Background: an optimization exercise with open tools, aiming at small area, a short achievable clock period and few clock cycles. Do not read the settings as production practice. Function was checked by simulation only, so behaviour that the tests miss may differ from the original. Power and IR drop assume default switching activity.

**flow/flow/run.sh**
```bash
#!/bin/bash
set -euo pipefail
sed -E 's/SETUP_SLACK_MARGIN=[0-9.]+/SETUP_SLACK_MARGIN=7/' standard.sh > standard_m7.sh
grep -q 'SETUP_SLACK_MARGIN=7' standard_m7.sh
bash standard_m7.sh > flow_make.log 2>&1
```
**flow/standard.sh**
```bash
#!/bin/bash
# synth_recipe.tcl (not shown) runs the flow's synth.tcl, then flattens the netlist and writes it again
# the make line also repeats each setting of config.mk as NAME=value (left out here)
make -C /OpenROAD-flow-scripts/flow DESIGN_CONFIG=/design/flow/config.mk WORK_HOME=/design/flow/orfs CLKGATE_MAP_FILE= SYNTH_SCRIPT=/design/flow/synth_recipe.tcl "${@:-finish}"
```
**flow/config.mk**
```make
export PLATFORM = sky130hd
export DESIGN_NAME = muisti_core
export DESIGN_NICKNAME = muisti_core
export VERILOG_FILES = /design/flow/design.v
export SDC_FILE = /design/flow/constraint.sdc
export NUM_CORES = 4
export LEC_CHECK = 0
export ABC_CLOCK_PERIOD_IN_PS = 3500
export CAP_MARGIN = 20
export CORE_MARGIN = 2
export CORE_UTILIZATION = 60
export CTS_CLUSTER_DIAMETER = 90
export CTS_CLUSTER_SIZE = 25
export PLACE_DENSITY = 0.72
export SETUP_SLACK_MARGIN = 5
export SLEW_MARGIN = 20
```
**flow/constraint.sdc**
```tcl
create_clock -name core_clock -period 10.0 [get_ports {clk}]
set_input_delay 2.0000 -clock core_clock [delete_from_list [all_inputs] [get_ports {clk}]]
set_output_delay 2.0000 -clock core_clock [all_outputs]
set_load 0.01 [all_outputs]
```
**flow/design.v**
```verilog
module muisti_core #(
    parameter integer  CAP            = 64,     
    parameter integer  REG_CAP        = 8,      
    parameter integer  Q_CAP          = 8,      
    parameter [31:0]   TIMEOUT        = 32'd5000,
    parameter [31:0]   FLUSH_INTERVAL = 32'd1000
) (
    input  wire        clk,
    input  wire        rst,
    input  wire        cmd_valid,
    output wire        cmd_ready,
    input  wire [9:0]  cmd,
    input  wire [31:0] now,
    output wire        ev_valid,
    output wire [1:0]  ev_kind,        
    output wire [7:0]  ev_code,        
    output wire [95:0] ev_tag,         
    output wire [7:0]  ev_ant,
    output wire [31:0] ev_strength,    
    output wire        stop_ack_valid,
    output wire        stop_ack_ok,
    output wire        assembling
);
    localparam [7:0] S0 = 8'hA5, S1 = 8'h5A, E0 = 8'h0D, E1 = 8'h0A;
    localparam [7:0] OP_TAG_SEEN = 8'h83, OP_STOP_ACK = 8'h8D;
    localparam [3:0] W_ASM_OVERFLOW = 4'd1, W_ASM_RESYNC = 4'd2,
                     W_REJ_LENGTH = 4'd5, W_REJ_CHECKSUM = 4'd6,
                     W_REG_FULL = 4'd7, W_QUEUE_FULL = 4'd8;
    localparam [1:0] EV_WARN = 2'd0, EV_SEEN = 2'd1, EV_GONE = 2'd2;
    integer i, k;
    function ge32(input [31:0] a, input [31:0] b);
        reg [7:0] gt, eq;
        integer g, l, m;
        begin
            for (g = 0; g < 8; g = g + 1) begin
                gt[g] = (a[4*g+:4] > b[4*g+:4]);
                eq[g] = (a[4*g+:4] == b[4*g+:4]);
            end
            for (l = 1; l < 8; l = l * 2)
                for (m = 0; m < 8; m = m + 2 * l) begin
                    gt[m] = gt[m+l] | (eq[m+l] & gt[m]);
                    eq[m] = eq[m+l] & eq[m];
                end
            ge32 = gt[0] | eq[0];
        end
    endfunction
    function [7:0] dec8(input [2:0] x);
        dec8 = 8'd1 << x;
    endfunction
    reg          st_idle, st_fin, st_ev2, st_chk;
    reg [6:0]    cursor;       
    reg          asm_q;
    reg          p_a5, p_0d;   
    reg [7:0]    b2, b3;
    reg          op83, op8d;   
    reg          s01;          
    reg [7:0]    kb [7:21];    
    reg [7:0]    acc_lo;       
    reg [7:0]    acc_hi;       
    reg [7:0]    ckb;          
    reg          sa_valid, sa_ok;
    reg [31:0]   last_flush;
    reg [31:0]   now_q;        
    reg [7:0]    r_valid;
    reg [95:0]   r_tag  [0:7];
    reg [7:0]    r_ant  [0:7];
    reg [31:0]   r_seen [0:7];
    reg [2:0]    r_ord  [0:7];     
    reg [3:0]    r_len;
    reg [95:0]   q_tag [0:7];
    reg [7:0]    q_ant [0:7];
    reg [16:0]   q_str [0:7];
    reg [3:0]    q_len;
    reg          pw_v;
    reg [7:0]    pw_r_oh, pw_q_oh;    
    reg          pw_r_new, pw_q_new;  
    reg [7:0]    sp_oh;
    reg [7:0]    rs_oh, qs_oh;
    reg [3:0]    sc_cnt;
    reg [7:0]    r_tm, q_tm;      
    reg [3:0]    dp, pa, wr, gw, gr;
    reg          sb_v;            
    reg [2:0]    sb_slot;
    reg [31:0]   sb_seen;
    reg          sc_v;            
    reg          sc_young;
    reg [2:0]    sc_slot;
    reg [31:0]   win_lo;          
    reg          win_wrap;        
    reg [2:0]    gq [0:7];        
    reg          ev_v;
    reg [1:0]    ev_k;
    reg [3:0]    ev_c;
    reg [95:0]   ev_tag_q;
    reg [7:0]    ev_ant_q;
    reg [16:0]   ev_str_q;
    assign cmd_ready      = st_idle;
    assign stop_ack_valid = sa_valid;
    assign stop_ack_ok    = sa_ok;
    assign assembling     = asm_q;
    assign ev_valid    = ev_v;
    assign ev_kind     = ev_k;
    assign ev_code     = {4'd0, ev_c};
    assign ev_tag      = ev_tag_q;
    assign ev_ant      = ev_ant_q;
    assign ev_strength = {{15{ev_str_q[16]}}, ev_str_q};
    wire       accept   = cmd_valid && st_idle;
    wire [1:0] op       = cmd[9:8];
    wire [7:0] b        = cmd[7:0];
    wire       do_reset = rst || (accept && op == 2'b00);
    wire       do_byte  = accept && op == 2'b01;
    wire       do_check = accept && op == 2'b10;
    wire is_start = p_a5 && (b == S1);
    wire is_end   = asm_q && p_0d && (b == E1);
    wire cur_ovf  = cursor[6];
    wire w_start  = do_byte && is_start;
    wire w_end    = do_byte && !is_start && is_end && !cur_ovf;
    wire w_endovf = do_byte && !is_start && is_end && cur_ovf;
    wire w_acc    = do_byte && !is_start && !is_end && asm_q && !cur_ovf;
    wire w_accovf = do_byte && !is_start && !is_end && asm_q && cur_ovf;
    wire wr_cur   = w_acc || w_end;           
    reg         lf_pend;
    reg  [31:0] lf_end;
    reg         lf_wrap;
    wire        now_ge_lf = ge32(now, last_flush);
    wire        now_le_e  = ge32(lf_end, now);
    wire        in_flush  = lf_wrap ? (now_ge_lf || now_le_e) : (now_ge_lf && now_le_e);
    wire        fire      = do_check && !in_flush;
    wire        dl_big   = (b2 != 8'h00) || b3[7];    
    wire [6:0]  dl7      = b3[6:0];
    wire [7:0]  cur_p3   = {1'b0, cursor} + 8'd3;
    wire        cur_lt   = dl_big || ({1'b0, dl7} > cur_p3);    
    wire        cur_eq   = !dl_big && ({1'b0, dl7} == cur_p3);  
    wire        c61_lt   = dl_big || (dl7 > 7'd64);             
    wire        c61_eq   = !dl_big && (dl7 == 7'd64);           
    wire        cur_lo   = (cursor >= 7'd4) && (cursor <= 7'd60);
    wire        len_ok   = (cursor != 7'd3) && !dl_big && (dl7 >= 7'd3) &&
                           ({1'b0, dl7} <= cur_p3);
    wire [6:0]  ci       = dl7 - 7'd3;                
    wire [7:0]  xv       = ((ci > 7'd2) ? b2 : 8'h00) ^ ((ci > 7'd3) ? b3 : 8'h00) ^
                           acc_lo ^ acc_hi;
    reg  [7:0]  ck_byte;
    always @(*) begin
        if (ci == cursor)       ck_byte = E1;
        else case (ci)
            7'd0:    ck_byte = S0;
            7'd1:    ck_byte = S1;
            7'd2:    ck_byte = b2;
            7'd3:    ck_byte = b3;
            default: ck_byte = ckb;
        endcase
    end
    wire        ck_ok    = (xv == ck_byte);
    wire        tag_wr   = wr_cur && (cursor >= 7'd7) && (cursor <= 7'd18);
    wire [95:0] key_tag  = {kb[7], kb[8], kb[9], kb[10], kb[11], kb[12],
                            kb[13], kb[14], kb[15], kb[16], kb[17], kb[18]};
    wire [15:0] rssi     = {kb[19], kb[20]};
    wire [16:0] str5     = (rssi == 16'd0) ? 17'd800 : ({1'b0, rssi} - 17'd64736);
    wire        draining = dp < q_len;
    wire        g_has    = (gr != gw);
    wire        show_q   = st_chk && draining;
    wire        show_g   = st_chk && !draining && g_has;
    wire [7:0]  sc_oh    = dec8(sc_slot);
    wire [7:0]  r_sel    = rs_oh;
    wire [7:0]  q_sel    = qs_oh;
    reg  [95:0] r_tag_rd, q_tag_rd;
    reg  [7:0]  r_ant_rd, q_ant_rd;
    reg  [16:0] q_str_rd;
    always @(*) begin
        r_tag_rd = 96'd0; r_ant_rd = 8'd0;
        q_tag_rd = 96'd0; q_ant_rd = 8'd0; q_str_rd = 17'd0;
        for (k = 0; k < 8; k = k + 1) begin
            r_tag_rd = r_tag_rd | (r_tag[k] & {96{r_sel[k]}});
            r_ant_rd = r_ant_rd | (r_ant[k] & {8{r_sel[k]}});
            q_tag_rd = q_tag_rd | (q_tag[k] & {96{q_sel[k]}});
            q_ant_rd = q_ant_rd | (q_ant[k] & {8{q_sel[k]}});
            q_str_rd = q_str_rd | (q_str[k] & {17{q_sel[k]}});
        end
    end
    wire [7:0]  q_vm     = ~(8'hFF << q_len);        
    wire        r_tag_eq = |(sp_oh & r_valid) && (r_tag_rd == key_tag);
    wire        q_tag_eq = |(sp_oh & q_vm)    && (q_tag_rd == key_tag);
    reg  [7:0]  r_ant_eq, q_ant_eq;
    always @(*) begin
        for (k = 0; k < 8; k = k + 1) begin
            r_ant_eq[k] = (r_ant[k] == kb[21]);
            q_ant_eq[k] = (q_ant[k] == kb[21]);
        end
    end
    wire        arr_chg  = do_reset || do_check || st_chk || pw_v;
    wire        scan_go  = !st_chk && !tag_wr && !sc_cnt[3];
    wire [7:0]  r_hit_now = r_tm & r_ant_eq;
    wire [7:0]  q_hit_now = q_tm & q_ant_eq;
    wire        scan_done = sc_cnt[3];
    wire        end_ok   = len_ok && ck_ok;
    wire        fast_ok  = (cursor >= 7'd22) && scan_done && !pw_v;
    wire        commit   = (w_end && end_ok && op83 && fast_ok) || (st_fin && scan_done);
    wire        r_full   = r_len[3];
    wire        q_full   = q_len[3];
    wire        r_miss   = (r_hit_now == 8'd0);
    wire        q_miss   = (q_hit_now == 8'd0);
    wire        r_app    = r_miss && !r_full;
    wire        q_app    = q_miss && !q_full;
    wire        warn7    = r_miss && r_full;
    wire        warn8    = q_miss && q_full;
    reg  [2:0]  free_slot;
    always @(*) begin
        free_slot = 3'd0;
        for (k = 7; k >= 0; k = k - 1)
            if (!r_valid[k]) free_slot = k[2:0];
    end
    wire [7:0]  free_oh  = dec8(free_slot);
    wire [7:0]  qapp_oh  = dec8(q_len[2:0]);
    wire        sa_go    = st_chk && (pa < r_len);
    wire        sa_spec  = st_idle && (r_len != 4'd0) && !pw_v;
    wire [2:0]  sa_slot  = r_ord[st_idle ? 3'd0 : pa[2:0]];
    wire [7:0]  sa_oh    = dec8(sa_slot);
    reg  [31:0] sa_seen;
    always @(*) begin
        sa_seen = 32'd0;
        for (k = 0; k < 8; k = k + 1)
            sa_seen = sa_seen | (r_seen[k] & {32{sa_oh[k]}});
    end
    wire        sb_ge_lo = ge32(sb_seen, win_lo);
    wire        sb_le_hi = ge32(now_q, sb_seen);
    wire        sb_young = win_wrap ? (sb_ge_lo || sb_le_hi) : (sb_ge_lo && sb_le_hi);
    wire        sc_exp   = st_chk && sc_v && !sc_young;
    wire        sc_keep  = st_chk && sc_v && sc_young;
    wire        push     = sc_exp;
    wire [3:0]  gw_n     = gw + (push ? 4'd1 : 4'd0);
    wire [3:0]  gr_n     = gr + (show_g ? 4'd1 : 4'd0);
    wire        more_q   = draining && (dp + 4'd1 < q_len);
    wire        chk_end  = st_chk && !sa_go && !sb_v && !more_q && (gw_n == gr_n);
    wire        sc_restart = arr_chg || commit || tag_wr;
    wire [7:0]  sp_oh_n  = (do_reset || do_check) ? 8'd1 :
                           (!sc_restart && scan_go) ? {sp_oh[6:0], sp_oh[7]} : sp_oh;
    wire        chk_on_n = st_chk && !chk_end;
    wire [3:0]  dp_n     = dp + (show_q ? 4'd1 : 4'd0);
    wire        drain_n  = dp_n < q_len;
    wire [2:0]  gq_head_n = (push && gw[2:0] == gr_n[2:0]) ? sc_slot : gq[gr_n[2:0]];
    wire        g_has_n  = gr_n != gw_n;
    wire [7:0]  qs_chk   = drain_n ? dec8(dp_n[2:0]) : 8'd0;
    wire [7:0]  rs_chk   = (drain_n || !g_has_n) ? 8'd0 : dec8(gq_head_n);
    wire [7:0]  qs_oh_n  = (do_reset || do_check) ? 8'd1 : (chk_on_n ? qs_chk : sp_oh_n);
    wire [7:0]  rs_oh_n  = (do_reset || do_check) ? 8'd1 : (chk_on_n ? rs_chk : sp_oh_n);
    always @(posedge clk) begin
        qs_oh    <= qs_oh_n;
        rs_oh    <= rs_oh_n;
        sp_oh    <= sp_oh_n;
        ev_v     <= 1'b0;
        ev_tag_q <= show_q ? q_tag_rd : r_tag_rd;
        ev_ant_q <= show_q ? q_ant_rd : r_ant_rd;
        ev_str_q <= show_q ? q_str_rd : 17'd0;
        if (accept) begin
            now_q    <= now;
            win_lo   <= now - TIMEOUT;
            win_wrap <= (now < TIMEOUT);
        end
        if (pw_v) begin
            for (k = 0; k < 8; k = k + 1) begin
                if (pw_r_oh[k]) r_seen[k] <= now_q;
                if (pw_q_oh[k]) q_str[k]  <= str5;
                if (pw_r_new && pw_r_oh[k]) begin
                    r_tag[k] <= key_tag;
                    r_ant[k] <= kb[21];
                end
                if (pw_q_new && pw_q_oh[k]) begin
                    q_tag[k] <= key_tag;
                    q_ant[k] <= kb[21];
                end
            end
        end
        pw_v <= 1'b0;
        if (do_reset) begin
            st_idle    <= 1'b1;
            st_fin     <= 1'b0;
            st_ev2     <= 1'b0;
            st_chk     <= 1'b0;
            cursor     <= 7'd0;
            asm_q      <= 1'b0;
            p_a5       <= 1'b0;
            p_0d       <= 1'b0;
            for (i = 7; i <= 21; i = i + 1)
                kb[i] <= 8'h00;
            sa_valid   <= 1'b0;
            sa_ok      <= 1'b0;
            last_flush <= 32'd0;
            lf_end     <= FLUSH_INTERVAL - 32'd1;
            lf_wrap    <= 1'b0;
            lf_pend    <= 1'b0;
            r_valid    <= 8'd0;
            r_len      <= 4'd0;
            q_len      <= 4'd0;
            sc_cnt     <= 4'd0;
        end else begin
            if (do_byte) begin
                p_a5 <= (b == S0);
                p_0d <= (b == E0);
            end
            if (wr_cur) begin
                case (cursor)
                    7'd2: b2 <= b;
                    7'd3: b3 <= b;
                    7'd4: begin
                        op83 <= (b == OP_TAG_SEEN);
                        op8d <= (b == OP_STOP_ACK);
                    end
                    7'd5: s01 <= (b == 8'h01);
                    default: ;
                endcase
                for (i = 7; i <= 21; i = i + 1)
                    if (cursor == i) kb[i] <= b;
                if (cur_lo && cur_lt) acc_lo <= acc_lo ^ b;
                if (cursor == 7'd61)
                    acc_hi <= cur_lt ? b : 8'h00;
                else if (cursor >= 7'd62 && cur_lt)
                    acc_hi <= acc_hi ^ b;
                if (cursor >= 7'd4 && cur_eq) ckb <= b;
            end
            if (w_accovf) begin
                acc_hi <= c61_lt ? b : 8'h00;
                if (c61_eq) ckb <= b;
            end
            if (w_start) begin
                if (asm_q) begin
                    ev_v <= 1'b1;
                    ev_k <= EV_WARN;
                    ev_c <= W_ASM_RESYNC;
                end
                cursor <= 7'd2;
                asm_q  <= 1'b1;
                acc_lo <= 8'h00;
                acc_hi <= 8'h00;
            end
            if (w_acc)    cursor <= cursor + 7'd1;
            if (w_accovf) begin
                cursor <= 7'd62;
                ev_v   <= 1'b1;
                ev_k   <= EV_WARN;
                ev_c   <= W_ASM_OVERFLOW;
            end
            if (w_endovf) begin
                cursor <= 7'd61;
                ev_v   <= 1'b1;
                ev_k   <= EV_WARN;
                ev_c   <= W_ASM_OVERFLOW;
            end
            if (w_end) begin
                cursor <= 7'd0;
                asm_q  <= 1'b0;
                if (!len_ok) begin
                    ev_v <= 1'b1;
                    ev_k <= EV_WARN;
                    ev_c <= W_REJ_LENGTH;
                end else if (!ck_ok) begin
                    ev_v <= 1'b1;
                    ev_k <= EV_WARN;
                    ev_c <= W_REJ_CHECKSUM;
                end else if (op83) begin
                    if (!fast_ok) begin
                        st_idle <= 1'b0;
                        st_fin  <= 1'b1;
                    end
                end else if (op8d) begin
                    sa_valid <= 1'b1;
                    sa_ok    <= (cursor != 7'd5) && s01;
                end
            end
            if (commit) begin
                pw_v     <= 1'b1;
                pw_r_oh  <= r_miss ? (r_full ? 8'd0 : free_oh) : r_hit_now;
                pw_r_new <= r_app;
                pw_q_oh  <= q_miss ? (q_full ? 8'd0 : qapp_oh) : q_hit_now;
                pw_q_new <= q_app;
                if (r_app) begin
                    for (k = 0; k < 8; k = k + 1)
                        if (free_oh[k]) r_valid[k] <= 1'b1;
                    r_ord[r_len[2:0]] <= free_slot;
                    r_len             <= r_len + 4'd1;
                end
                if (q_app)
                    q_len <= q_len + 4'd1;
                if (warn7) begin
                    ev_v <= 1'b1;
                    ev_k <= EV_WARN;
                    ev_c <= W_REG_FULL;
                end else if (warn8) begin
                    ev_v <= 1'b1;
                    ev_k <= EV_WARN;
                    ev_c <= W_QUEUE_FULL;
                end
                st_fin <= 1'b0;
                if (warn7 && warn8) begin
                    st_idle <= 1'b0;
                    st_ev2  <= 1'b1;
                end else begin
                    st_idle <= 1'b1;
                end
            end
            if (st_ev2) begin
                ev_v    <= 1'b1;
                ev_k    <= EV_WARN;
                ev_c    <= W_QUEUE_FULL;
                st_ev2  <= 1'b0;
                st_idle <= 1'b1;
            end
            if (lf_pend) begin
                last_flush <= now_q;
                lf_end     <= now_q + (FLUSH_INTERVAL - 32'd1);
                lf_wrap    <= (now_q > ~(FLUSH_INTERVAL - 32'd1));
            end
            lf_pend <= fire;
            if (st_idle) begin
                dp         <= 4'd0;
                pa         <= sa_spec ? 4'd1 : 4'd0;
                wr         <= 4'd0;
                gw         <= 4'd0;
                gr         <= 4'd0;
                sb_v       <= sa_spec;
                sc_v       <= 1'b0;
                sb_slot    <= sa_slot;
                sb_seen    <= sa_seen;
            end
            if (fire) begin
                st_idle <= 1'b0;
                st_chk  <= 1'b1;
            end
            if (st_chk) begin
                if (show_q) begin
                    ev_v <= 1'b1;
                    ev_k <= EV_SEEN;
                    dp   <= dp + 4'd1;
                end else if (show_g) begin
                    ev_v <= 1'b1;
                    ev_k <= EV_GONE;
                end
                gr <= gr_n;
                gw <= gw_n;
                if (push) gq[gw[2:0]] <= sc_slot;
                sb_v <= sa_go;
                if (sa_go) begin
                    pa      <= pa + 4'd1;
                    sb_slot <= sa_slot;
                    sb_seen <= sa_seen;
                end
                sc_v     <= sb_v;
                sc_young <= sb_young;
                sc_slot  <= sb_slot;
                if (sc_exp) begin
                    for (k = 0; k < 8; k = k + 1)
                        if (sc_oh[k]) r_valid[k] <= 1'b0;
                end
                if (sc_keep) begin
                    r_ord[wr[2:0]] <= sc_slot;
                    wr <= wr + 4'd1;
                end
                if (chk_end) begin
                    q_len   <= 4'd0;
                    r_len   <= wr + (sc_keep ? 4'd1 : 4'd0);
                    st_chk  <= 1'b0;
                    st_idle <= 1'b1;
                end
            end
            if (sc_restart) begin
                sc_cnt  <= 4'd0;
            end else if (scan_go) begin
                sc_cnt  <= sc_cnt + 4'd1;
                for (k = 0; k < 8; k = k + 1)
                    if (sp_oh[k]) begin
                        r_tm[k] <= r_tag_eq;
                        q_tm[k] <= q_tag_eq;
                    end
            end
        end
    end
endmodule
```
==> flow_summary_export.csv, run 1 <==
group,metric,value,unit
power_and_ir_drop,p_seq_frac,0.627,
power_and_ir_drop,p_per_area,150.5,nW/um^2
final_layout,fillers,10845,
min_path,min_path_cells,0,
clock_tree,htreeDepth,3,
setup_path,arrival,4.70,ns
synthesis,synth_top_area_frac,0.6468,
route,dr.pass1.iters,9,
synthesis,synth_warnings,8,
setup_path,cp_max_fo,10,
clock_tree,insertion_delay,0.86,ns
die,ios,196,
setup_path,ff2ff_setup_slack,5.83,ns
sta,finalHoldViolCount,0,
power_and_ir_drop,p_switching,4.451,mW
setup_path,reg2reg_from,"b3[0]$_DFFE_PP_",
power_and_ir_drop,ir_drop,161.3,uV
power_and_ir_drop,p_total,19.41,mW
final_layout,multiInputGateArea,33360,sq um
power_and_ir_drop,leakagePower,42.00,nW
sta,rsz0062_at_grt,"yes",
sta,worstMarginPinSlew,1.373,ns
synthesis,synth-main-ff-cell,"edfxtp_1",
clock_tree,numCtsBuffers,119,
global_route,antenna_found_initial,18,
power_and_ir_drop,switching_share,0.2294,
global_route,track_usage,0.3901,
synthesis,syn_area_per_cell,14.33,sq um
route,num_vias,75447,
place,io_buffers,191,
global_route,grt_start_max_net_pins,97,
min_path,min_from,"sb_slot[1]$_DFFE_PN_",
final_layout,layout.cells.non_filler,10580,
final_layout,nets,8334,
final_layout,drive_gt1_frac,0.2462,
synthesis,synth.distinct_cells,96,
place,place_area,112500,sq um
die,num_rows,155,
route,wirelength,372.9,mm
sta,period_share,0.4165,
setup_path,critical_path.endpoint,"pw_q_oh[0]$_DFFE_PP_",
place,place_hpwl,186.8,mm
synthesis,yosysTopAreaCell,"edfxtp_1",
place,post-place-cells,9753,
clock_tree,ctsRootBufferMaster,"clkbuf_16",
sta,slew_violations,0,
power_and_ir_drop,power_frac_clock,0.300,
die,die_area,182100,sq um
synthesis,synth_common_cells,"2310 x edfxtp_1, 853 x a22oi_1, 506 x nor2_1",
sta,relSlewSlack,0.08112,
synthesis,yosysMostFrequentCell,"edfxtp_1",
final_layout,ff_latch_area,76970,sq um
synthesis,seq_area_frac_synth,0.7157,
global_route,grt_pass1_wl,505.5,mm
synthesis,syn_area,107200,sq um
route,drc,0,
setup_path,start_kind,"register",
setup_path,setup.worst_path.end_class,"register",
route,vias_per_cell,7.131,
clock_tree,clk_path_buf_depth,3,
sta,setup_viol_count_final,0,
die,die-width,426.8,microns
sta,skew,0.05276,ns
final_layout,areaGrowthSynthToFinish,20.23,%
route,drtAntennaViolNets,0,
synthesis,synth-edff-count,2310,
clock_tree,cts_tree,"done",
global_route,overflow,0,
setup_path,path_class,"register to register",
die,core,178000,sq um
clock_tree,clk_pin_slew,0.11,ns
power_and_ir_drop,cellInternalPower,14.96,mW
die,start_util,0.6024,
place,gp_congestion,0.9131,
run,cap_violations,0,
setup_path,r2r-end,"pw_q_oh[0]$_DFFE_PP_",
global_route,grt_pass1_vias,70204,
route,routedWlPerCell,35.25,microns
power_and_ir_drop,comb_power_share,0.074,
sta,setup_tns,0,ns
synthesis,ys_seq_elements,2679,
final_layout,final_cell_area,128900,sq um
sta,finalCriticalPeriod,4.165,ns
synthesis,netlist_top_cells_area,"edfxtp_1 65%, dfxtp_1 6.9%, a22oi_1 6.0%, ha_1 2.1%, xnor2_1 1.8%",
clock_tree,clock-sinks,2679,
setup_path,crit_path_start,"b3[0]$_DFFE_PP_",
die,die_y,426.8,microns
setup_path,cp_data_required_time,10.53,ns
route,drtIter0Drc,13719,
min_path,min_path_type,"register to register",
synthesis,syn_inst,7485,
sta,fmax,240.1,MHz
synthesis,async_flop_share,0,
setup_path,r2r_cells,15,
status,outcome,"timing/DRC/antenna clean",
## cell usage in the layout, fill, tap and decap left out, drive strengths merged, types with 40 or more instances in the layout
cell type,netlist,layout
buf,126,854
nand2b,47,47
clkbuf,313,233
nor3,63,63
a221oi,54,54
nor4,74,74
nand2,437,442
ha,183,183
and3,58,62
xor2,195,195
a211oi,55,55
edfxtp,2310,2310
inv,175,183
xnor2,217,217
nand4,253,253
a22oi,853,853
nand3,178,178
and2,54,54
a311oi,40,40
dfxtp,369,369
o21ai,115,115
a21oi,271,271
nor2,509,509
mux2i,94,94
a21o,55,55
## power by group through the flow
stage / combinational (mW) / clock (mW) / sequential, mW
finish: 1.43 / 5.82 / 12.2
global route: 1.47 / 6.13 / 12.2
CTS: 1.26 / 5.76 / 12.2
detailed placement: 0.955 / 0 / 12.4
global placement: 0.937 / 0 / 12.4
floorplan: 0.566 / 0 / 12.4
## cells by family after synthesis
| kind of cell | after synthesis | synth area share |
|---|---|---|
| xor+xnor | 412 | 0.03365 |
| mux | 139 | 0.01476 |
| other cells | 1 | 0.00003497 |
| fa+ha+maj | 185 | 0.02154 |
| buf+inv | 615 | 0.02270 |
| flops | 2679 | 0.7157 |
| simple gates | 1797 | 0.08220 |
| compound gates | 1657 | 0.1094 |
## worst min-delay path by stage
| stage | slack, ns | to |
|---|---|---|
| 2_1_floorplan | 0.43 | sc_slot[0]$_DFFE_PP_ |
| 3_3_place_gp | 0.44 | sc_slot[0]$_DFFE_PP_ |
| 3_5_place_dp | 0.44 | sc_slot[0]$_DFFE_PP_ |
| 4_1_cts | 0.46 | sc_slot[0]$_DFFE_PP_ |
| 5_1_grt | 0.49 | sc_slot[1]$_DFFE_PP_ |
| 6_report | 0.48 | sc_slot[1]$_DFFE_PP_ |
## stage by stage
step,setup slack [ns],hold slack (ns),util
2_1_floorplan,5.899,0.4272,-
3_3_place_gp,3.866,0.4352,0.6317
3_5_place_dp,4.223,0.4395,0.6317
4_1_cts,6.038,0.4637,0.7018
5_1_grt,5.789,0.4907,0.7241
6_report,5.835,0.4773,0.7242
## sequential cells by signal, summed over array words and instances (netlist names), 64 cells and up
| register | cells |
|---|---|
| ev_tag_q | 96 |
| kb | 120 |
| q_ant | 64 |
| q_str | 136 |
| q_tag | 768 |
| r_ant | 64 |
| r_seen | 256 |
| r_tag | 768 |
## cell type report
| type | count | area share |
|---|---|---|
| Multi-Input combinational cell | 4208 | 0.2587 |
| Timing Repair inverter | 2 | 0.0001359 |
| Clock inverter | 16 | 0.001621 |
| Clock buffer | 212 | 0.02599 |
| Timing Repair Buffer | 920 | 0.08765 |
| Tap cell | 2355 | 0.02285 |
| Sequential cell | 2679 | 0.5969 |
| Inverter | 176 | 0.005861 |
| Antenna cell | 12 | 0.0002329 |
## metal layers
metal	wire [microns]	up-vias	track usage	part of all wire
met2	161900	6743	0.5777	0.43
met3	57120	1509	0.1072	0.15
met4	29060	12	0.2302	0.078
met5	132	-	0	0.00035
li1	-	30200	-	-
met1	124800	36983	0.5197	0.33
## worst max-delay path, cell delays in order, from the launching register on
cell	delay (ns)
edfxtp_1	0.48
buf_4	0.21
a2111oi_4	0.39
a32o_2	0.26
nor2_4	0.10
o31a_1	0.31
or4b_4	0.51
a21oi_2	0.13
o211ai_1	0.14
a311oi_2	0.28
buf_4	0.18
a41oi_4	0.21
nand2b_4	0.23
nor2_4	0.17
buf_6	0.13
buf_12	0.12
## timing repair
item	4_1_cts	5_1_grt
hold buffers	0	0
cloned	77	15
pin swaps	296	340
gates resized for setup	1642	650
setup endpoints to repair	1342	807
buffers inserted	386	109
Testbench counts, summed over its fixed seeds: cycles 37,485.
==> run 2, diff against run 1 <==
--- a/flow/design.v
+++ b/flow/design.v
@@ -49,6 +49,7 @@
     endfunction
     reg          st_idle, st_fin, st_ev2, st_chk;
     reg [6:0]    cursor;       
+    reg [7:0]    cur_p3;       
     reg          asm_q;
     reg          p_a5, p_0d;   
     reg [7:0]    b2, b3;
@@ -58,6 +59,10 @@
     reg [7:0]    acc_lo;       
     reg [7:0]    acc_hi;       
     reg [7:0]    ckb;          
+    reg          dl_ge3;       
+    reg          ci_ge4;
+    reg [7:0]    x23;          
+    reg [7:0]    cklo;         
     reg          sa_valid, sa_ok;
     reg [31:0]   last_flush;
     reg [31:0]   now_q;        
@@ -128,29 +133,27 @@
     wire        fire      = do_check && !in_flush;
     wire        dl_big   = (b2 != 8'h00) || b3[7];    
     wire [6:0]  dl7      = b3[6:0];
-    wire [7:0]  cur_p3   = {1'b0, cursor} + 8'd3;
     wire        cur_lt   = dl_big || ({1'b0, dl7} > cur_p3);    
     wire        cur_eq   = !dl_big && ({1'b0, dl7} == cur_p3);  
     wire        c61_lt   = dl_big || (dl7 > 7'd64);             
     wire        c61_eq   = !dl_big && (dl7 == 7'd64);           
     wire        cur_lo   = (cursor >= 7'd4) && (cursor <= 7'd60);
-    wire        len_ok   = (cursor != 7'd3) && !dl_big && (dl7 >= 7'd3) &&
+    wire        len_ok   = (cursor != 7'd3) && !dl_big && dl_ge3 &&
                            ({1'b0, dl7} <= cur_p3);
-    wire [6:0]  ci       = dl7 - 7'd3;                
-    wire [7:0]  xv       = ((ci > 7'd2) ? b2 : 8'h00) ^ ((ci > 7'd3) ? b3 : 8'h00) ^
-                           acc_lo ^ acc_hi;
-    reg  [7:0]  ck_byte;
+    wire [7:0]  xv       = x23 ^ acc_lo ^ acc_hi;
+    wire [7:0]  ck_byte  = cur_eq ? E1 : (ci_ge4 ? ckb : cklo);
+    wire        ck_ok    = (xv == ck_byte);
+    wire [6:0]  ci_in    = b[6:0] - 7'd3;             
+    reg  [7:0]  cklo_in;
     always @(*) begin
-        if (ci == cursor)       ck_byte = E1;
-        else case (ci)
-            7'd0:    ck_byte = S0;
-            7'd1:    ck_byte = S1;
-            7'd2:    ck_byte = b2;
-            7'd3:    ck_byte = b3;
-            default: ck_byte = ckb;
+        case (ci_in)
+            7'd0:    cklo_in = S0;
+            7'd1:    cklo_in = S1;
+            7'd2:    cklo_in = b2;
+            7'd3:    cklo_in = b;
+            default: cklo_in = 8'h00;
         endcase
     end
-    wire        ck_ok    = (xv == ck_byte);
     wire        tag_wr   = wr_cur && (cursor >= 7'd7) && (cursor <= 7'd18);
     wire [95:0] key_tag  = {kb[7], kb[8], kb[9], kb[10], kb[11], kb[12],
                             kb[13], kb[14], kb[15], kb[16], kb[17], kb[18]};
@@ -277,6 +280,7 @@
             st_ev2     <= 1'b0;
             st_chk     <= 1'b0;
             cursor     <= 7'd0;
+            cur_p3     <= 8'd3;
             asm_q      <= 1'b0;
             p_a5       <= 1'b0;
             p_0d       <= 1'b0;
@@ -300,7 +304,13 @@
             if (wr_cur) begin
                 case (cursor)
                     7'd2: b2 <= b;
-                    7'd3: b3 <= b;
+                    7'd3: begin
+                        b3     <= b;
+                        dl_ge3 <= (b[6:0] >= 7'd3);
+                        ci_ge4 <= (ci_in >= 7'd4);
+                        x23    <= ((ci_in > 7'd2) ? b2 : 8'h00) ^ ((ci_in > 7'd3) ? b : 8'h00);
+                        cklo   <= cklo_in;
+                    end
                     7'd4: begin
                         op83 <= (b == OP_TAG_SEEN);
                         op8d <= (b == OP_STOP_ACK);
@@ -328,25 +338,32 @@
                     ev_c <= W_ASM_RESYNC;
                 end
                 cursor <= 7'd2;
+                cur_p3 <= 8'd5;
                 asm_q  <= 1'b1;
                 acc_lo <= 8'h00;
                 acc_hi <= 8'h00;
             end
-            if (w_acc)    cursor <= cursor + 7'd1;
+            if (w_acc) begin
+                cursor <= cursor + 7'd1;
+                cur_p3 <= cur_p3 + 8'd1;
+            end
             if (w_accovf) begin
                 cursor <= 7'd62;
+                cur_p3 <= 8'd65;
                 ev_v   <= 1'b1;
                 ev_k   <= EV_WARN;
                 ev_c   <= W_ASM_OVERFLOW;
             end
             if (w_endovf) begin
                 cursor <= 7'd61;
+                cur_p3 <= 8'd64;
                 ev_v   <= 1'b1;
                 ev_k   <= EV_WARN;
                 ev_c   <= W_ASM_OVERFLOW;
             end
             if (w_end) begin
                 cursor <= 7'd0;
+                cur_p3 <= 8'd3;
                 asm_q  <= 1'b0;
                 if (!len_ok) begin
                     ev_v <= 1'b1;
==> flow_summary_export.csv, run 2 <==
group,metric,value,unit
status,outcome,"timing/DRC/antenna clean",
synthesis,netlist_top_cells_area,"edfxtp_1 65%, dfxtp_1 7.0%, a22oi_1 6.0%, ha_1 2.1%, xnor2_1 1.9%",
sta,rsz0062_at_grt,"yes",
power_and_ir_drop,p_switching,4.437,mW
min_path,min_path_cells,2,
die,start_util,0.6033,
sta,worst_slack,6.008,ns
power_and_ir_drop,cellInternalPower,15.13,mW
synthesis,yosysMostFrequentCell,"edfxtp_1",
final_layout,multiInputGateArea,32850,sq um
die,die-width,427.3,microns
synthesis,synth_xor_area_frac,0.03409,
final_layout,ff_latch_area,77680,sq um
route,drc,0,
sta,skew,0.06728,ns
setup_path,path_class,"input pin to register",
synthesis,synth.distinct_cells,89,
final_layout,drive_gt1_frac,0.2442,
sta,period_share,0.3992,
final_layout,nets,8266,
synthesis,synthAdderAreaFrac,0.02146,
die,core,178200,sq um
route,dr.pass1.iters,10,
die,num_rows,155,
global_route,grt_pass1_wl,486.1,mm
final_layout,reg.largest.list,"q_tag x768, r_tag x768, r_seen x256",
global_route,track_usage,0.3708,
setup_path,ff2ff_setup_slack,6.24,ns
synthesis,syn_area_per_cell,14.47,sq um
setup_path,cpMostUsedCell,"buf_6",
final_layout,final_cell_area,128700,sq um
place,dpl_worst_slack,3.611,ns
synthesis,seq_area_frac_synth,0.7203,
setup_path,cp_data_required_time,10.54,ns
setup_path,r2r-end,"qs_oh[6]$_SDFF_PN0_",
die,die_y,427.3,microns
sta,fin_hold_ws,0.4600,ns
sta,finalHoldViolCount,0,
synthesis,syn_inst,7430,
synthesis,synth_compound_area_frac,0.1102,
synthesis,muxShareOfSynthArea,0.01297,
power_and_ir_drop,leakagePower,43.57,nW
route,routedWlPerCell,34.18,microns
synthesis,synth_top_area_frac,0.6501,
die,ios,196,
final_layout,layout_common_cells,"2328 x edfxtp_1, 810 x a22oi_1, 399 x nand2_1",
min_path,min_path_type,"register to register",
synthesis,syn_area,107500,sq um
clock_tree,htreeDepth,3,
power_and_ir_drop,switching_share,0.2268,
power_and_ir_drop,p_per_area,152.0,nW/um^2
place,gp_congestion,0.9152,
power_and_ir_drop,ir_drop,160.2,uV
sta,setup_viol_count_final,0,
clock_tree,insertion_delay,0.86,ns
die,die_area,182600,sq um
synthesis,ys_seq_elements,2705,
setup_path,setup.worst_path.end_class,"register",
global_route,overflow,0,
synthesis,synth-main-ff-cell,"edfxtp_1",
min_path,min_from,"last_flush[31]$_SDFFE_PP0P_",
sta,worstMarginPinSlew,1.228,ns
setup_path,r2r_cells,18,
clock_tree,clk_pin_slew,0.09,ns
setup_path,cp_max_fo,30,
sta,relSlewSlack,0.1784,
clock_tree,numCtsBuffers,121,
synthesis,yosysTopAreaCell,"edfxtp_1",
route,drtAntennaViolNets,0,
power_and_ir_drop,power_frac_clock,0.303,
synthesis,synth_warnings,8,
route,wirelength,359.2,mm
final_layout,areaGrowthSynthToFinish,19.68,%
clock_tree,hold_buffers,0,
route,num_vias,74500,
sta,setup_tns,0,ns
clock_tree,cts_tree,"done",
setup_path,reg2reg_from,"dp[1]$_DFFE_PN_",
synthesis,async_flop_share,0,
setup_path,slowest_delay,0.44,ns
clock_tree,clock-sinks,2705,
power_and_ir_drop,p_seq_frac,0.628,
synthesis,synth-edff-count,2328,
synthesis,synthSimpleGateAreaFrac,0.07740,
clock_tree,clk_path_buf_depth,3,
route,drtIter0Drc,13254,
setup_path,start_kind,"input pin",
route,vias_per_cell,7.089,
setup_path,crit_slowest_cell,"or4_4",
final_layout,final_common_cell,"edfxtp_1",
global_route,antenna_found_initial,17,
setup_path,crit_path_cell_trace,"buf_12, ha_4, nand2_4, or4_4, buf_4, buf_6, buf_6, buf_6, nor3_4, nand2b_1, nand2_4, nand2b_4, or3_4, a21oi_4, buf_6",
final_layout,fillers,10682,
synthesis,synth_common_cells,"2328 x edfxtp_1, 854 x a22oi_1, 482 x nand2_1",
min_path,hold_end,"last_flush[31]$_SDFFE_PP0P_",
place,place_area,113000,sq um
clock_tree,ctsRootBufferMaster,"clkbuf_16",
run,cap_violations,0,
sta,finalCriticalPeriod,3.992,ns
global_route,grt_start_max_net_pins,113,
setup_path,arrival,4.53,ns
global_route,grt_pass1_vias,68696,
place,io_buffers,191,
sta,slew_violations,0,
power_and_ir_drop,comb_power_share,0.070,
place,place_hpwl,185.9,mm
synthesis,synth_top_family_by_area,"compound AO/OA/AOI/OAI gates",
sta,fmax,250.5,MHz
==> run 2: stage by stage <==
step	total power [mW]	instances	util
floorplan	13.05	7433	-
global placement	13.43	9710	0.6339
detailed placement	13.45	9710	0.6340
CTS	19.30	10297	0.6955
global route	19.95	10504	0.7220
finish	19.56	10509	0.7221
==> run 2: cell type report <==
class | instances | share of cell area
Antenna cell | 6 | 0.0001167
Clock buffer | 215 | 0.02675
Clock inverter | 17 | 0.001721
Inverter | 189 | 0.006494
Multi-Input combinational cell | 4116 | 0.2553
Sequential cell | 2705 | 0.6036
Tap cell | 2355 | 0.02290
Timing Repair Buffer | 901 | 0.08283
Timing Repair inverter | 5 | 0.0003403
==> run 2: repair_timing <==
| item | CTS | global route |
|---|---|---|
| pin swaps | 261 | 294 |
| cloned | 70 | 25 |
| gates resized for setup | 1667 | 635 |
| setup buffers | 285 | 180 |
| setup endpoints to repair | 1326 | 882 |
==> run 2: worst max-delay path by stage <==
| stage | startpoint | to | cells after the start |
|---|---|---|---|
| final | cmd[1] | acc_lo[1]$_SDFFCE_PN0P_ | 15 |
| after CTS | cmd[0] | r_ord[0][0]$_DFFE_PP_ | 13 |
| after global placement | cmd[1] | rs_oh[0]$_SDFF_PN1_ | 11 |
| after detailed placement | cmd[1] | rs_oh[0]$_SDFF_PN1_ | 11 |
| after floorplan | cmd[0] | r_ord[7][0]$_DFFE_PP_ | 13 |
| after global routing | cmd[0] | cursor[2]$_SDFFE_PP0P_ | 21 |
==> run 2: cells by family (layout without fill, tap and decap cells) <==
kind of cell	after synthesis	after routing
AO/OA/AOI/OAI	1725	1725
XOR/XNOR	409	409
adder cells (fa/ha/maj)	185	185
buffers and inverters	631	1327
flip-flops	2705	2705
multiplexers	122	127
other	1	10
AND/OR/NAND/NOR	1652	1666
==> run 2: per-layer routing <==
| layer | global-route usage | vias up | routed length (microns) | share of wire |
|---|---|---|---|---|
| li1 | - | 30021 | - | - |
| met1 | 0.5183 | 36694 | 125500 | 0.35 |
| met2 | 0.5485 | 6519 | 155700 | 0.43 |
| met3 | 0.09876 | 1246 | 55420 | 0.15 |
| met4 | 0.1679 | 20 | 22320 | 0.062 |
| met5 | 0 | - | 170 | 0.00047 |
==> run 2: critical path: cells and delay by family <==
kind / cells / cell delay [ns]
buffers and inverters: 6 / 0.81
AOI/OAI and AO/OA: 1 / 0.17
and+or+nand+nor: 7 / 1.33
adders and majority gates: 1 / 0.19
==> run 2: power by group through the flow <==
stage | sequential [mW] | combinational [mW] | clock, mW
final | 12.3 | 1.36 | 5.92
after floorplan | 12.5 | 0.548 | 0
after global routing | 12.3 | 1.41 | 6.25
after CTS | 12.3 | 1.17 | 5.86
after global placement | 12.5 | 0.882 | 0
after detailed placement | 12.6 | 0.902 | 0
Testbench counts of run 2, summed over its fixed seeds: cycles 37,485.
==> run 3, diff against run 2 <==
==> flow/flow/run.sh (replaced) <==
#!/bin/bash
set -euo pipefail
sed -E 's/SETUP_SLACK_MARGIN=[0-9.]+/SETUP_SLACK_MARGIN=6.5/' standard.sh > standard_m65.sh
grep -q 'SETUP_SLACK_MARGIN=6.5' standard_m65.sh
bash standard_m65.sh > flow_make.log 2>&1
==> flow_summary_export.csv, run 3 <==
group,metric,value,unit
status,outcome,"complete, but fails checks",
status,so_faults,"capacitance limit, slew limit",
synthesis,muxShareOfSynthArea,0.01297,
power_and_ir_drop,switching_share,0.2213,
synthesis,netlist_top_cells_area,"edfxtp_1 65%, dfxtp_1 7.0%, a22oi_1 6.0%, ha_1 2.1%, xnor2_1 1.9%",
sta,finalCriticalPeriod,4.054,ns
power_and_ir_drop,p_switching,4.238,mW
clock_tree,hold_buffers,0,
sta,slew_violations,20,
synthesis,synth-edff-count,2328,
final_layout,fin_util,0.6764,
global_route,antenna_found_initial,14,
power_and_ir_drop,p_seq_frac,0.642,
setup_path,path_class,"input pin to register",
setup_path,setup.worst_path.end_class,"register",
die,die_area,182600,sq um
final_layout,areaGrowthSynthToFinish,12.11,%
final_layout,final_common_cell,"edfxtp_1",
synthesis,synthSimpleGateAreaFrac,0.07740,
place,place_hpwl,183.8,mm
synthesis,synthAdderAreaFrac,0.02146,
setup_path,crit_cells,10,
sta,skew,0.07370,ns
setup_path,path_buf_inv,2,
sta,period_share,0.4054,
final_layout,reg.largest.list,"q_tag x768, r_tag x768, r_seen x256",
power_and_ir_drop,leakagePower,40.26,nW
die,ios,196,
synthesis,async_flop_share,0,
final_layout,drive_gt1_frac,0.1315,
route,drc,0,
sta,setup_viol_count_final,0,
setup_path,slowest_delay,0.58,ns
route,drtIter0Drc,11268,
place,dpl_worst_slack,3.917,ns
sta,worst_slack,5.946,ns
place,gp_congestion,0.9247,
sta,relSlewSlack,-0.04280,
synthesis,synth.distinct_cells,89,
final_layout,nets,7875,
power_and_ir_drop,ir_drop,181.5,uV
power_and_ir_drop,comb_power_share,0.054,
synthesis,syn_area_per_cell,14.47,sq um
clock_tree,ctsRootBufferMaster,"clkbuf_16",
setup_path,ff2ff_setup_slack,6.23,ns
clock_tree,cts_tree,"done",
route,vias_per_cell,6.911,
setup_path,cp_max_fo,27,
route,routedWlPerCell,31.94,microns
min_path,min_path_type,"register to register",
setup_path,r2r_cells,8,
setup_path,cp_data_required_time,10.50,ns
route,dr.pass1.iters,8,
run,cap_violations,1,
die,num_rows,155,
setup_path,crit_family,"simple AND/OR/NAND/NOR gates",
die,start_util,0.6033,
sta,setup_tns,0,ns
route,num_vias,69914,
final_layout,layout_common_cells,"2328 x edfxtp_1, 854 x a22oi_1, 416 x nand2_1",
setup_path,critical_path.endpoint,"r_ord[1][0]$_DFFE_PP_",
setup_path,start_kind,"input pin",
setup_path,cpMostUsedCell,"nor2_4",
power_and_ir_drop,cellInternalPower,14.91,mW
synthesis,synth_xor_area_frac,0.03409,
global_route,grt_pass1_wl,451.6,mm
synthesis,synth_compound_area_frac,0.1102,
clock_tree,clock-sinks,2705,
die,core,178200,sq um
setup_path,crit_slowest_cell,"or4_4",
clock_tree,htreeDepth,3,
setup_path,reg2reg_from,"cursor[2]$_SDFFE_PP0P_",
sta,fmax,246.6,MHz
clock_tree,clk_path_buf_depth,3,
clock_tree,numCtsBuffers,120,
synthesis,seq_area_frac_synth,0.7203,
die,die_y,427.3,microns
global_route,grt_start_max_net_pins,118,
synthesis,synth-main-ff-cell,"edfxtp_1",
setup_path,crit_path_start,"cmd[5]",
synthesis,synth_top_area_frac,0.6501,
clock_tree,insertion_delay,0.84,ns
setup_path,r2r-end,"r_ord[1][0]$_DFFE_PP_",
sta,worstMarginPinSlew,1.564,ns
setup_path,arrival,4.55,ns
synthesis,yosysTopAreaCell,"edfxtp_1",
route,drtAntennaViolNets,0,
synthesis,yosysMostFrequentCell,"edfxtp_1",
synthesis,ys_seq_elements,2705,
die,die-width,427.3,microns
synthesis,synth_common_cells,"2328 x edfxtp_1, 854 x a22oi_1, 482 x nand2_1",
global_route,grt_pass1_vias,65188,
synthesis,syn_area,107500,sq um
synthesis,synth_warnings,8,
synthesis,syn_inst,7430,
power_and_ir_drop,p_per_area,158.8,nW/um^2
sta,finalHoldViolCount,0,
route,wirelength,323.1,mm
synthesis,synth_top_family_by_area,"compound AO/OA/AOI/OAI gates",
power_and_ir_drop,power_frac_clock,0.305,
clock_tree,clk_pin_slew,0.10,ns
setup_path,crit_path_cell_trace,"buf_2, buf_8, or4_4, or3_4, nor2_4, nand4_4, o21a_4, nor2_4, nand3_4, o21bai_4",
place,io_buffers,191,
global_route,track_usage,0.3414,
global_route,overflow,0,
sta,rsz0062_at_grt,"yes",
[run 3: logic make-up (layout without fill, tap and decap cells)]
family / count (synthesis) / after routing
other: 1 / 9
multiplexers: 122 / 123
AND/OR/NAND/NOR: 1652 / 1662
adder cells (fa/ha/maj): 185 / 185
AO/OA/AOI/OAI: 1725 / 1726
flip-flops: 2705 / 2705
XOR/XNOR: 409 / 409
buffers and inverters: 631 / 942
[run 3: repair_timing]
item,CTS,global route
endpoints found under the setup margin,663,436
cloned,21,13
pin swaps,92,147
buffers inserted,93,57
resized for setup,615,325
[run 3: how the worst min path moves through the flow]
stage                               startpoint                    to  slack (ns)  cells past startpoint
final                     sb_slot[2]$_DFFE_PN_  sc_slot[2]$_DFFE_PP_        0.46                      0
after global routing      sb_slot[1]$_DFFE_PN_  sc_slot[1]$_DFFE_PP_        0.48                      0
after CTS                 sb_slot[2]$_DFFE_PN_  sc_slot[2]$_DFFE_PP_        0.47                      0
after detailed placement  sb_slot[2]$_DFFE_PN_  sc_slot[2]$_DFFE_PP_        0.44                      0
after global placement    sb_slot[1]$_DFFE_PN_  sc_slot[1]$_DFFE_PP_        0.43                      0
after floorplan           sb_slot[0]$_DFFE_PN_  sc_slot[0]$_DFFE_PP_        0.43                      0
[run 3: per-layer routing]
| layer | up-vias | wire length (microns) | track usage |
|---|---|---|---|
| li1 | 29184 | - | - |
| met1 | 34825 | 122200 | 0.4955 |
| met2 | 5140 | 142900 | 0.5119 |
| met3 | 757 | 43470 | 0.07434 |
| met4 | 8 | 14430 | 0.1243 |
| met5 | - | 57 | 0 |
[run 3: worst reg2reg max path: stages, from the launching register on]
cell and delay, ns:
dfxtp_1 0.87, nor3_2 0.28, a21boi_0 0.60, nor3b_2 0.57, nand4_4 0.18, o21a_4 0.29
nor2_4 0.24, nand3_4 0.22, o21bai_4 0.20
[run 3: cell type report]
type | instances | area [sq um]
Tap cell | 2355 | 2947
Fill cell | 11919 | 57680
Inverter | 189 | 789.5
Antenna cell | 5 | 12.51
Clock inverter | 18 | 281.5
Sequential cell | 2705 | 77560
Timing Repair inverter | 3 | 26.28
Timing Repair Buffer | 520 | 5310
Multi-Input combinational cell | 4109 | 30250
Clock buffer | 212 | 3368
[run 3: per-stage QoR]
| step | cell area [sq um] | instances | power, mW | hold slack (ns) |
|---|---|---|---|---|
| 2_1_floorplan | 108200 | 7433 | 13.04 | 0.4272 |
| 3_3_place_gp | 112600 | 9694 | 13.43 | 0.4347 |
| 3_5_place_dp | 112700 | 9694 | 13.45 | 0.4433 |
| 4_1_cts | 118500 | 10038 | 19.08 | 0.4667 |
| 5_1_grt | 120500 | 10115 | 19.59 | 0.4805 |
| 6_report | 120500 | 10116 | 19.15 | 0.4638 |
[run 3: power groups by stage]
stage | Combinational, mW | Clock (mW) | Sequential, mW
after floorplan | 0.537 | 0 | 12.5
after global placement | 0.885 | 0 | 12.5
after detailed placement | 0.905 | 0 | 12.5
after CTS | 0.965 | 5.84 | 12.3
after global routing | 1.09 | 6.21 | 12.3
final | 1.03 | 5.83 | 12.3
==> run 4, diff against run 3 <==
--- a/flow/config.mk
+++ b/flow/config.mk
@@ -6,11 +6,11 @@
 export NUM_CORES = 4
 export LEC_CHECK = 0
 export ABC_CLOCK_PERIOD_IN_PS = 3500
-export CAP_MARGIN = 20
+export CAP_MARGIN = 35
 export CORE_MARGIN = 2
 export CORE_UTILIZATION = 60
 export CTS_CLUSTER_DIAMETER = 90
 export CTS_CLUSTER_SIZE = 25
 export PLACE_DENSITY = 0.72
 export SETUP_SLACK_MARGIN = 5
-export SLEW_MARGIN = 20
+export SLEW_MARGIN = 35
==> flow_summary_export.csv, run 4 <==
group,metric,value,unit
setup_path,cp_data_required_time,10.51,ns
route,wirelength,326.4,mm
min_path,min_from,"sb_slot[2]$_DFFE_PN_",
die,die_area,182600,sq um
clock_tree,cts_tree,"done",
synthesis,netlist_top_cells_area,"edfxtp_1 65%, dfxtp_1 7.0%, a22oi_1 6.0%, ha_1 2.1%, xnor2_1 1.9%",
sta,fmax,249.1,MHz
route,drtAntennaViolNets,0,
setup_path,cp_max_fo,27,
route,routedWlPerCell,32.21,microns
sta,finalHoldViolCount,0,
min_path,hold_end,"sc_slot[2]$_DFFE_PP_",
global_route,grt_pass1_vias,65893,
place,dpl_worst_slack,3.905,ns
route,dr.pass1.iters,9,
global_route,grt_start_max_net_pins,118,
setup_path,r2r_cells,16,
sta,relSlewSlack,0.2739,
setup_path,slowest_delay,0.58,ns
synthesis,synth-main-ff-cell,"edfxtp_1",
synthesis,async_flop_share,0,
clock_tree,htreeDepth,3,
place,place_hpwl,184.9,mm
die,die_y,427.3,microns
final_layout,drive_gt1_frac,0.1457,
die,num_rows,155,
min_path,min_path_type,"register to register",
clock_tree,ctsRootBufferMaster,"clkbuf_16",
die,die-width,427.3,microns
clock_tree,clock-sinks,2705,
power_and_ir_drop,ir_drop,175.4,uV
route,num_vias,70236,
synthesis,synth-edff-count,2328,
setup_path,crit_slowest_cell,"or4_4",
sta,period_share,0.4014,
final_layout,fin_util,0.6817,
synthesis,ys_seq_elements,2705,
final_layout,layout_common_cells,"2328 x edfxtp_1, 854 x a22oi_1, 412 x nand2_1",
clock_tree,insertion_delay,0.87,ns
clock_tree,clk_pin_slew,0.10,ns
global_route,track_usage,0.3447,
synthesis,syn_inst,7430,
global_route,grt_pass1_wl,455.8,mm
synthesis,syn_area_per_cell,14.47,sq um
setup_path,cpMostUsedCell,"nor2_4",
route,drc,0,
final_layout,final_cell_area,121500,sq um
sta,worstMarginPinSlew,1.089,ns
final_layout,areaGrowthSynthToFinish,12.99,%
power_and_ir_drop,leakagePower,40.51,nW
status,outcome,"timing/DRC/antenna clean",
synthesis,seq_area_frac_synth,0.7203,
min_path,min_path_cells,0,
setup_path,path_buf_inv,2,
synthesis,synth.distinct_cells,89,
setup_path,reg2reg_from,"dp[1]$_DFFE_PN_",
synthesis,synth_top_area_frac,0.6501,
sta,slew_violations,0,
clock_tree,numCtsBuffers,121,
setup_path,r2r-end,"rs_oh[3]$_SDFF_PN0_",
power_and_ir_drop,p_total,19.22,mW
setup_path,arrival,4.52,ns
setup_path,ff2ff_setup_slack,6.22,ns
sta,worst_slack,5.986,ns
run,cap_violations,0,
die,core,178200,sq um
route,vias_per_cell,6.931,
setup_path,path_class,"input pin to register",
setup_path,crit_family,"simple AND/OR/NAND/NOR gates",
sta,setup_tns,0,ns
place,place_area,112900,sq um
synthesis,syn_area,107500,sq um
sta,setup_viol_count_final,0,
place,io_buffers,191,
final_layout,reg.largest.list,"q_tag x768, r_tag x768, r_seen x256",
final_layout,final_common_cell,"edfxtp_1",
die,start_util,0.6033,
sta,rsz0062_at_grt,"yes",
setup_path,crit_path_cell_trace,"buf_2, buf_8, or4_4, or3_4, nor2_4, nand4_4, o21a_4, nor2_4, nand3_4, o21bai_4",
setup_path,start_kind,"input pin",
synthesis,synth_common_cells,"2328 x edfxtp_1, 854 x a22oi_1, 482 x nand2_1",
final_layout,nets,7887,
clock_tree,clk_path_buf_depth,3,
die,ios,196,
place,gp_congestion,0.9247,
global_route,overflow,0,
synthesis,yosysTopAreaCell,"edfxtp_1",
sta,skew,0.09130,ns
synthesis,yosysMostFrequentCell,"edfxtp_1",
setup_path,setup.worst_path.end_class,"register",
synthesis,synth_warnings,8,
sta,finalCriticalPeriod,4.014,ns
route,drtIter0Drc,11451,
global_route,antenna_found_initial,17,
power_and_ir_drop,p_per_area,158.2,nW/um^2
-- run 4: changes by cell type in the layout (fill, tap and decap cells not counted), moves of 10 or more --
| cell | before | now |
|---|---|---|
| nand2_2 | 44 | 29 |
| a21oi_2 | 52 | 81 |
| nand3_2 | 25 | 35 |
| buf_4 | 196 | 179 |
| dfxtp_1 | 344 | 333 |
| nand3_1 | 134 | 106 |
| nand3_4 | 21 | 39 |
| nand2_4 | 12 | 33 |
| dfxtp_2 | 6 | 18 |
| a21oi_1 | 302 | 273 |
| buf_6 | 60 | 91 |
-- run 4: what timing repair did --
item                                    in CTS  in global routing
gates cloned                                26                  7
pin swaps                                  109                160
endpoints found under the setup margin     658                434
gates resized for setup                    695                369
hold buffers                                 0                  0
buffers inserted                           105                 53
-- run 4: report_power, final --
part	leakage [nW]	internal, mW	switching (mW)
clock network	1.75	2.41	3.49
logic	13.3	0.364	0.664
registers	25.5	12.2	0.109
-- run 4: layout make-up --
class,instances,area (sq um)
multi-input combinational,4106,30760
clock buffer,213,3437
tap,2355,2947
antenna,11,27.53
inverter,189,789.5
fill,11833,56720
timing repair inverter,3,26.28
timing repair buffer,534,5690
sequential,2705,77570
clock inverter,17,254.0
-- run 4: logic make-up (layout without fill, tap and decap cells) --
family / after synthesis / count (layout) / share of synthesized area
compound gates: 1725 / 1725 / 0.1102
simple gates: 1652 / 1661 / 0.07740
xor+xnor: 409 / 409 / 0.03409
mux: 122 / 122 / 0.01297
flops: 2705 / 2705 / 0.7203
other cells: 1 / 15 / 0.00003487
buf+inv: 631 / 956 / 0.02349
fa+ha+maj: 185 / 185 / 0.02146
-- run 4: worst register-to-register path, cell delays in order, from the launching register on --
cell and delay, ns:
edfxtp_1 0.45, ha_1 0.31, a21o_1 0.16, a21o_1 0.21
a21oi_4 0.15, nand3b_1 0.19, inv_2 0.09, ha_4 0.17
ha_4 0.17, xor2_4 0.16, xor2_1 0.17, nand4_1 0.17
buf_4 0.16, nor4_4 0.04, buf_4 0.21, o21ai_2 0.62
o22ai_1 0.21
-- run 4: how the worst max path moves through the flow --
stage,start,to,slack [ns],cells past startpoint
after floorplan,cmd[0],r_ord[7][0]$_DFFE_PP_,5.43,13
after global placement,cmd[1],rs_oh[0]$_SDFF_PN1_,3.89,12
after detailed placement,cmd[1],rs_oh[0]$_SDFF_PN1_,3.90,12
after CTS,cmd[0],r_ord[1][0]$_DFFE_PP_,6.01,13
after global routing,cmd[0],r_ord[1][0]$_DFFE_PP_,5.98,13
final,cmd[5],r_ord[1][1]$_DFFE_PP_,5.99,10
-- run 4: layer usage --
layer,part of all wire,up-vias,global-route usage
li1,-,29216,-
met1,0.37,34935,0.4955
met2,0.44,5291,0.5160
met3,0.14,786,0.07832
met4,0.048,8,0.1332
met5,0.00014,-,0
-- run 4: stage by stage --
step           hold WS, ns  cells
6_report            0.4639  10133
5_1_grt             0.4832  10125
4_1_cts             0.4665  10061
3_5_place_dp        0.4433   9700
3_3_place_gp        0.4347   9694
2_1_floorplan       0.4272   7433
==> run 5, diff against run 4 <==
--- a/flow/config.mk
+++ b/flow/config.mk
@@ -8,9 +8,9 @@
 export ABC_CLOCK_PERIOD_IN_PS = 3500
 export CAP_MARGIN = 35
 export CORE_MARGIN = 2
-export CORE_UTILIZATION = 60
+export CORE_UTILIZATION = 66
 export CTS_CLUSTER_DIAMETER = 90
 export CTS_CLUSTER_SIZE = 25
-export PLACE_DENSITY = 0.72
+export PLACE_DENSITY = 0.76
 export SETUP_SLACK_MARGIN = 5
 export SLEW_MARGIN = 35
==> flow_summary_export.csv, run 5 <==
group,metric,value,unit
status,outcome,"timing/DRC/antenna clean",
route,drc,0,
synthesis,synth-main-ff-cell,"edfxtp_1",
clock_tree,insertion_delay,0.82,ns
die,core,162200,sq um
die,die_area,166200,sq um
global_route,grt_start_max_net_pins,119,
clock_tree,ctsRootBufferMaster,"clkbuf_16",
setup_path,arrival,4.41,ns
sta,rsz0062_at_grt,"yes",
clock_tree,htreeDepth,3,
sta,finalCriticalPeriod,3.920,ns
route,wirelength,319.9,mm
clock_tree,clock-sinks,2705,
global_route,grt_pass1_wl,448.7,mm
synthesis,yosysTopAreaCell,"edfxtp_1",
synthesis,async_flop_share,0,
final_layout,final_common_cell,"edfxtp_1",
place,io_buffers,191,
route,routedWlPerCell,32.10,microns
setup_path,setup.worst_path.end_class,"register",
sta,setup_viol_count_final,0,
setup_path,cp_max_fo,4,
synthesis,synth_common_cells,"2328 x edfxtp_1, 854 x a22oi_1, 482 x nand2_1",
setup_path,crit_path_start,"cmd[0]",
sta,fmax,255.1,MHz
synthesis,synth-edff-count,2328,
clock_tree,cts_tree,"done",
sta,setup_tns,0,ns
synthesis,seq_area_frac_synth,0.7203,
synthesis,yosysMostFrequentCell,"edfxtp_1",
synthesis,syn_area,107500,sq um
route,dr.pass1.iters,9,
clock_tree,clk_path_buf_depth,3,
sta,finalHoldViolCount,0,
clock_tree,numCtsBuffers,119,
sta,fin_hold_ws,0.4754,ns
power_and_ir_drop,p_per_area,158.2,nW/um^2
synthesis,netlist_top_cells_area,"edfxtp_1 65%, dfxtp_1 7.0%, a22oi_1 6.0%, ha_1 2.1%, xnor2_1 1.9%",
global_route,grt_pass1_vias,66040,
route,vias_per_cell,7.075,
synthesis,ys_seq_elements,2705,
power_and_ir_drop,leakagePower,40.56,nW
synthesis,syn_area_per_cell,14.47,sq um
final_layout,nets,7909,
global_route,track_usage,0.3683,
die,ios,196,
sta,slew_violations,0,
power_and_ir_drop,ir_drop,163.6,uV
sta,worstMarginPinSlew,1.065,ns
final_layout,reg.largest.list,"q_tag x768, r_tag x768, r_seen x256",
setup_path,cp_data_required_time,10.49,ns
final_layout,drive_gt1_frac,0.1366,
synthesis,synth.distinct_cells,89,
die,die_y,407.6,microns
sta,skew,0.04125,ns
synthesis,synth_warnings,8,
global_route,antenna_found_initial,10,
die,num_rows,148,
global_route,overflow,0,
route,drtAntennaViolNets,0,
final_layout,layout_common_cells,"2328 x edfxtp_1, 854 x a22oi_1, 418 x nand2_1",
clock_tree,clk_pin_slew,0.10,ns
setup_path,path_class,"input pin to register",
route,num_vias,70500,
setup_path,reg2reg_from,"rs_oh[5]$_SDFF_PN0_",
place,gp_congestion,0.9294,
run,cap_violations,0,
synthesis,syn_inst,7430,
setup_path,start_kind,"input pin",
sta,period_share,0.3920,
die,start_util,0.6629,
final_layout,fillers,9841,
final_layout,areaGrowthSynthToFinish,12.25,%
min_path,min_from,"sb_slot[1]$_DFFE_PN_",
sta,relSlewSlack,0.2901,
synthesis,synth_top_area_frac,0.6501,
route,drtIter0Drc,12326,
place,place_hpwl,181.6,mm
min_path,min_path_type,"register to register",
die,die-width,407.6,microns
==> run 5: cell counts after synthesis <==
Identical to the previous run, type by type.
==> run 5: worst paths after layout <==
path / to / slack (ns) / cells past startpoint
max: r_ord[0][2]$_DFFE_PP_ / 6.08 / 12
min: sc_slot[1]$_DFFE_PP_ / 0.48 / 0
max reg2reg: r_tm[4]$_DFFE_PP_ / 6.35 / 9
min reg2reg: sc_slot[1]$_DFFE_PP_ / 0.48 / 0
==> run 5: power by group <==
part / leakage (nW) / switching, mW / internal, mW
clock network: 1.69 / 3.41 / 2.36
registers: 25.5 / 0.0970 / 12.2
logic: 13.4 / 0.675 / 0.382
total: 40.6 / 4.18 / 14.9
==> run 5: cell families (layout without fill, tap and decap cells) <==
logic type | after synthesis | after routing | share of synthesized area
XOR/XNOR | 409 | 409 | 0.03409
other | 1 | 6 | 0.00003487
flip-flops | 2705 | 2705 | 0.7203
adder cells (fa/ha/maj) | 185 | 185 | 0.02146
buffers and inverters | 631 | 981 | 0.02349
AND/OR/NAND/NOR | 1652 | 1655 | 0.07740
multiplexers | 122 | 124 | 0.01297
AO/OA/AOI/OAI | 1725 | 1725 | 0.1102
==> run 5: repair_timing <==
item / in CTS / in global routing
buffers inserted: 106 / 76
hold buffers: 0 / 0
endpoints found under the setup margin: 679 / 375
pin swaps: 56 / 150
gates cloned: 12 / 18
resized for setup: 533 / 375
endpoints found under the hold margin: 0 / 0
==> run 5: area by class of cell <==
class,instances,area (sq um),share of cell area
antenna,2,5.005,0.00004146
clock buffer,216,3406,0.02822
clock inverter,11,152.6,0.001265
inverter,189,790.8,0.006551
multi-input combinational,4102,30210,0.2503
sequential,2705,77560,0.6426
tap,2175,2721,0.02255
timing repair buffer,561,5823,0.04824
timing repair inverter,4,35.03,0.0002902
==> run 5: routing by layer <==
metal | track usage | part of all wire
met1 | 0.5309 | 0.36
met4 | 0.1484 | 0.048
met3 | 0.08112 | 0.15
met2 | 0.5527 | 0.44
met5 | 0 | 0.00011
==> run 5: metrics by stage <==
stage | cells | power [mW] | setup WS (ns) | utilization | cell area (sq um)
after global routing | 9963 | 19.52 | 6.046 | 0.7441 | 120700
after detailed placement | 9516 | 13.45 | 3.830 | 0.6937 | 112500
after CTS | 9861 | 19.00 | 6.135 | 0.7284 | 118200
after global placement | 9514 | 13.42 | 3.911 | 0.6930 | 112400
final | 9965 | 19.10 | 6.080 | 0.7441 | 120700
after floorplan | 7433 | 13.04 | 5.432 | - | 108200
==> run 5: critical path, stage by stage <==
cell and delay, ns:
buf_16 0.12, clkinv_8 0.04, ha_4 0.13, nand2_4 0.07
or4_4 0.51, or3_4 0.36, nor2_4 0.18, nand4_4 0.11
o21a_4 0.27, nor2_4 0.20, nand3_4 0.21, o21bai_4 0.20

[what the ideal ports hide]
No port has a modelled driver above. Below, the same layouts with a new extraction and two added sets of constraints. Step 1, drivers: a clkbuf_16 drives clk and a buf_2 each remaining input, both assumed. Step 2, shift: input delay + t, output delay - t, t = (earliest + latest rising clock arrival at the registers) / 2. This alone moves slack from input paths to output paths. a / b / c = ideal ports / drivers / drivers and shift; a / b = the first two.
| run | shift t [ns] | setup WS [ns] | slew at the worst register clock pin (ns) |
|---|---|---|---|
| run 1 | 0.910 | 5.835 / 5.835 / 5.203 | 0.12 / 0.12 |
| run 2 | 0.918 | 6.008 / 6.041 / 5.123 | 0.11 / 0.11 |
| run 3 | 0.896 | 5.946 / 5.998 / 5.102 | 0.11 / 0.11 |
| run 4 | 0.923 | 5.986 / 6.048 / 5.124 | 0.11 / 0.11 |
| run 5 | 0.885 | 6.080 / 5.999 / 5.114 | 0.11 / 0.11 |
For run 5, which loses most, drivers alone change the setup slack by -0.081 ns; drivers and shift together by -0.966 ns.
